This is an optimization exercise on Yosys and OpenROAD, whose aim is small area, a short achievable clock period and few clock cycles per item, not a production implementation. The RTL was checked by simulation tests, not by an equivalence proof against the original design. Power figures rest on the tool's default switching activity, not on a simulated workload.

Setup of run A:
==> flow/design.v (excerpt) <==
module fquot (
    input  wire        clk,
    input  wire        rst,         
    input  wire        start,
    input  wire [47:0] n,
    input  wire [31:0] d,
    output reg         busy,
    output reg         done,
    output reg  [63:0] q
);
Size: about 2000 cells after synthesis, ~150 I/O pins, about 16000 sq um of cells after synthesis.
Settings: LEC_CHECK=0, CAP_MARGIN=10, CORE_MARGIN=2, CORE_UTILIZATION=40, SETUP_SLACK_MARGIN=5, SLEW_MARGIN=10; clock period 10.0 ns.
standard.sh (not shown) runs the stock make flow with config.mk's settings and CLKGATE_MAP_FILE= SYNTH_SCRIPT=/design/flow/synth_recipe.tcl, a recipe that flattens the netlist after the stock synthesis.
==> flow/flow/run.sh <==
#!/bin/bash
# The standard layout (standard.sh, unchanged synthesis and steps), with
# the port buffers made from sky130_fd_sc_hd__buf_1 instead of the delay
# cell buffer_ports picks by default, and timing repair aiming for 5.6 ns of
# setup slack.  make's full output goes to make.log.
set -euo pipefail
bash standard.sh "BUFFER_PORTS_ARGS=-buffer_cell sky130_fd_sc_hd__buf_1" SETUP_SLACK_MARGIN=5.6 finish > make.log 2>&1
Testbench counts of run A, summed over its fixed seeds: cycles 15,736, divisions 512.
The following lists how run B was set up differently from run A:
# run A
export LEC_CHECK = 0
export CAP_MARGIN = 10
export CORE_MARGIN = 2
export CORE_UTILIZATION = 40
export SETUP_SLACK_MARGIN = 5
export SLEW_MARGIN = 10
create_clock -name core_clock -period 10.0 [get_ports {clk}]
# run B
export LEC_CHECK = 0
export CAP_MARGIN = 20
export CORE_MARGIN = 2
export CORE_UTILIZATION = 40
export SETUP_SLACK_MARGIN = 5
export SLEW_MARGIN = 20
create_clock -name core_clock -period 10.0 [get_ports {clk}]
==> flow/flow/run.sh <==
#!/bin/bash
# The standard layout (standard.sh, unchanged synthesis and steps), with
# the port buffers made from sky130_fd_sc_hd__buf_1 instead of the delay
# cell buffer_ports picks by default, and timing repair aiming for 5.8 ns of
# setup slack.  make's full output goes to make.log.
set -euo pipefail
bash standard.sh "BUFFER_PORTS_ARGS=-buffer_cell sky130_fd_sc_hd__buf_1" SETUP_SLACK_MARGIN=5.8 finish > make.log 2>&1
[summary]
- Non-clock buffer area fraction after layout: higher on run B
- The count of placed standard cells in the final layout, fillers left out number comes out lower for run A vs run B.
- Diff run A -> run B | global-route wire length before repair | down by a few percent
- Against run A, run B reports a largest net degree at the start of global routing that is lower.
- Between run B and run A, it is run B whose routability congestion estimate is lower, by 6.8%.
- The core of run B is more densely filled than that of run A.
- Comparing run A with run B, the post-place instance area came out essentially unchanged.
- Run B vs run A, worst setup path startpoint: rem[0]$_DFFE_PP_ vs dv[10]$_DFFE_PP_
- Clock latency on the worst-skew pair delta (run A -> run B): insignificant
- In the tables for run A and run B, least setup slack across all paths after layout reads higher with run B.
What run C does differently from run B at the input level:
# run B
export LEC_CHECK = 0
export CAP_MARGIN = 20
export CORE_MARGIN = 2
export CORE_UTILIZATION = 40
export SETUP_SLACK_MARGIN = 5
export SLEW_MARGIN = 20
create_clock -name core_clock -period 10.0 [get_ports {clk}]
# run C
export LEC_CHECK = 0
export CAP_MARGIN = 20
export CORE_MARGIN = 2
export CORE_UTILIZATION = 55
export SETUP_SLACK_MARGIN = 5
export SLEW_MARGIN = 20
create_clock -name core_clock -period 10.0 [get_ports {clk}]
==> flow/run.sh (new file) <==
#!/bin/bash
# synth_recipe.tcl (not shown) runs the flow's synth.tcl, then flattens the netlist and writes it again
# the make line also repeats each setting of config.mk as NAME=value (left out here)
make -C /OpenROAD-flow-scripts/flow DESIGN_CONFIG=/design/flow/config.mk WORK_HOME=/design/flow/orfs CLKGATE_MAP_FILE= SYNTH_SCRIPT=/design/flow/synth_recipe.tcl finish
removed: flow/flow/run.sh
removed: flow/standard.sh
- In terms of synthesized area, run C and run B differ only marginally.
- Status | run B and run C | clean
- Run C vs run B — insertion delay to the later sink of the worst-skew pair dropped 0.02 ns.
- Run C vs run B, core utilization went up by 15 points.
- Note that the wire length reported by the detailed router recorded for run B amounts to 1.09 times the value seen in run C.
- Buffers plus inverters on the worst setup path: run C < run B
- In run C the design area turned out 4.7% lower than in run B.
- Run C against run B: core outline area has decreased; logic gate share of total power has decreased; post-route total power has decreased; weighted congestion reported at the end of routability-driven placement has increased.
Edits applied to the flow inputs when going from run C to run D:
# run C
export LEC_CHECK = 0
export CAP_MARGIN = 20
export CORE_MARGIN = 2
export CORE_UTILIZATION = 55
export SETUP_SLACK_MARGIN = 5
export SLEW_MARGIN = 20
create_clock -name core_clock -period 10.0 [get_ports {clk}]
# run D
export LEC_CHECK = 0
export CAP_MARGIN = 20
export CORE_MARGIN = 2
export CORE_UTILIZATION = 40
export SETUP_SLACK_MARGIN = 5
export SLEW_MARGIN = 20
create_clock -name core_clock -period 10.0 [get_ports {clk}]
==> flow/flow/run.sh (new file) <==
#!/bin/bash
# The standard layout (standard.sh, unchanged synthesis and steps), with
# the port buffers made from sky130_fd_sc_hd__buf_1 instead of the delay
# cell buffer_ports picks by default, and timing repair aiming for 5.6 ns of
# setup slack.  make's full output goes to make.log.
set -euo pipefail
bash standard.sh "BUFFER_PORTS_ARGS=-buffer_cell sky130_fd_sc_hd__buf_1" SETUP_SLACK_MARGIN=5.6 finish > make.log 2>&1
==> flow/standard.sh (new file) <==
#!/bin/bash
# synth_recipe.tcl (not shown) runs the flow's synth.tcl, then flattens the netlist and writes it again
# the make line also repeats each setting of config.mk as NAME=value (left out here)
make -C /OpenROAD-flow-scripts/flow DESIGN_CONFIG=/design/flow/config.mk WORK_HOME=/design/flow/orfs CLKGATE_MAP_FILE= SYNTH_SCRIPT=/design/flow/synth_recipe.tcl "${@:-finish}"
removed: flow/run.sh
Setup slack delta (run D − run C): favourable. Area of all placed cells without fillers (higher): run D. Run D vs. run C: multi-input combinational cell area moved up, switching power moved up. Run D ends up with a placement-stage cell area that is 4.2% lower than in run C.

[separate check: timing with driven ports]
How much do the figures lean on ideal ports? The routed layouts below were timed once more, with nothing changed but the port constraints.
Step 1 (the two cells are an assumption about what drives the block):
set clk [get_ports {clk}]
set_driving_cell -lib_cell sky130_fd_sc_hd__clkbuf_16 $clk
set_driving_cell -lib_cell sky130_fd_sc_hd__buf_2 [delete_from_list [all_inputs] $clk]
Step 2, shift: input delay + t, output delay - t, t = (earliest + latest rising clock arrival at the registers) / 2. This alone moves slack from input paths to output paths.
Three values: no drivers, after step 1, after step 2; two values: the first two.
run	t, ns	slack for setup (ns)	hold WS [ns]	worst data-port slew with drivers (ns)
run A	0.531	5.576 / 5.576 / 5.210	0.512 / 0.512 / 0.512	0.04
run B	0.510	5.694 / 5.694 / 5.255	0.532 / 0.532 / 0.532	0.03
run C	0.488	5.104 / 5.117 / 4.647	0.498 / 0.498 / 0.498	0.05
run D	0.531	5.576 / 5.576 / 5.210	0.512 / 0.512 / 0.512	0.04
After both steps every run listed still meets setup and hold. For run C, which loses most, drivers alone change the setup slack by +0.013 ns; drivers and shift together by -0.457 ns.
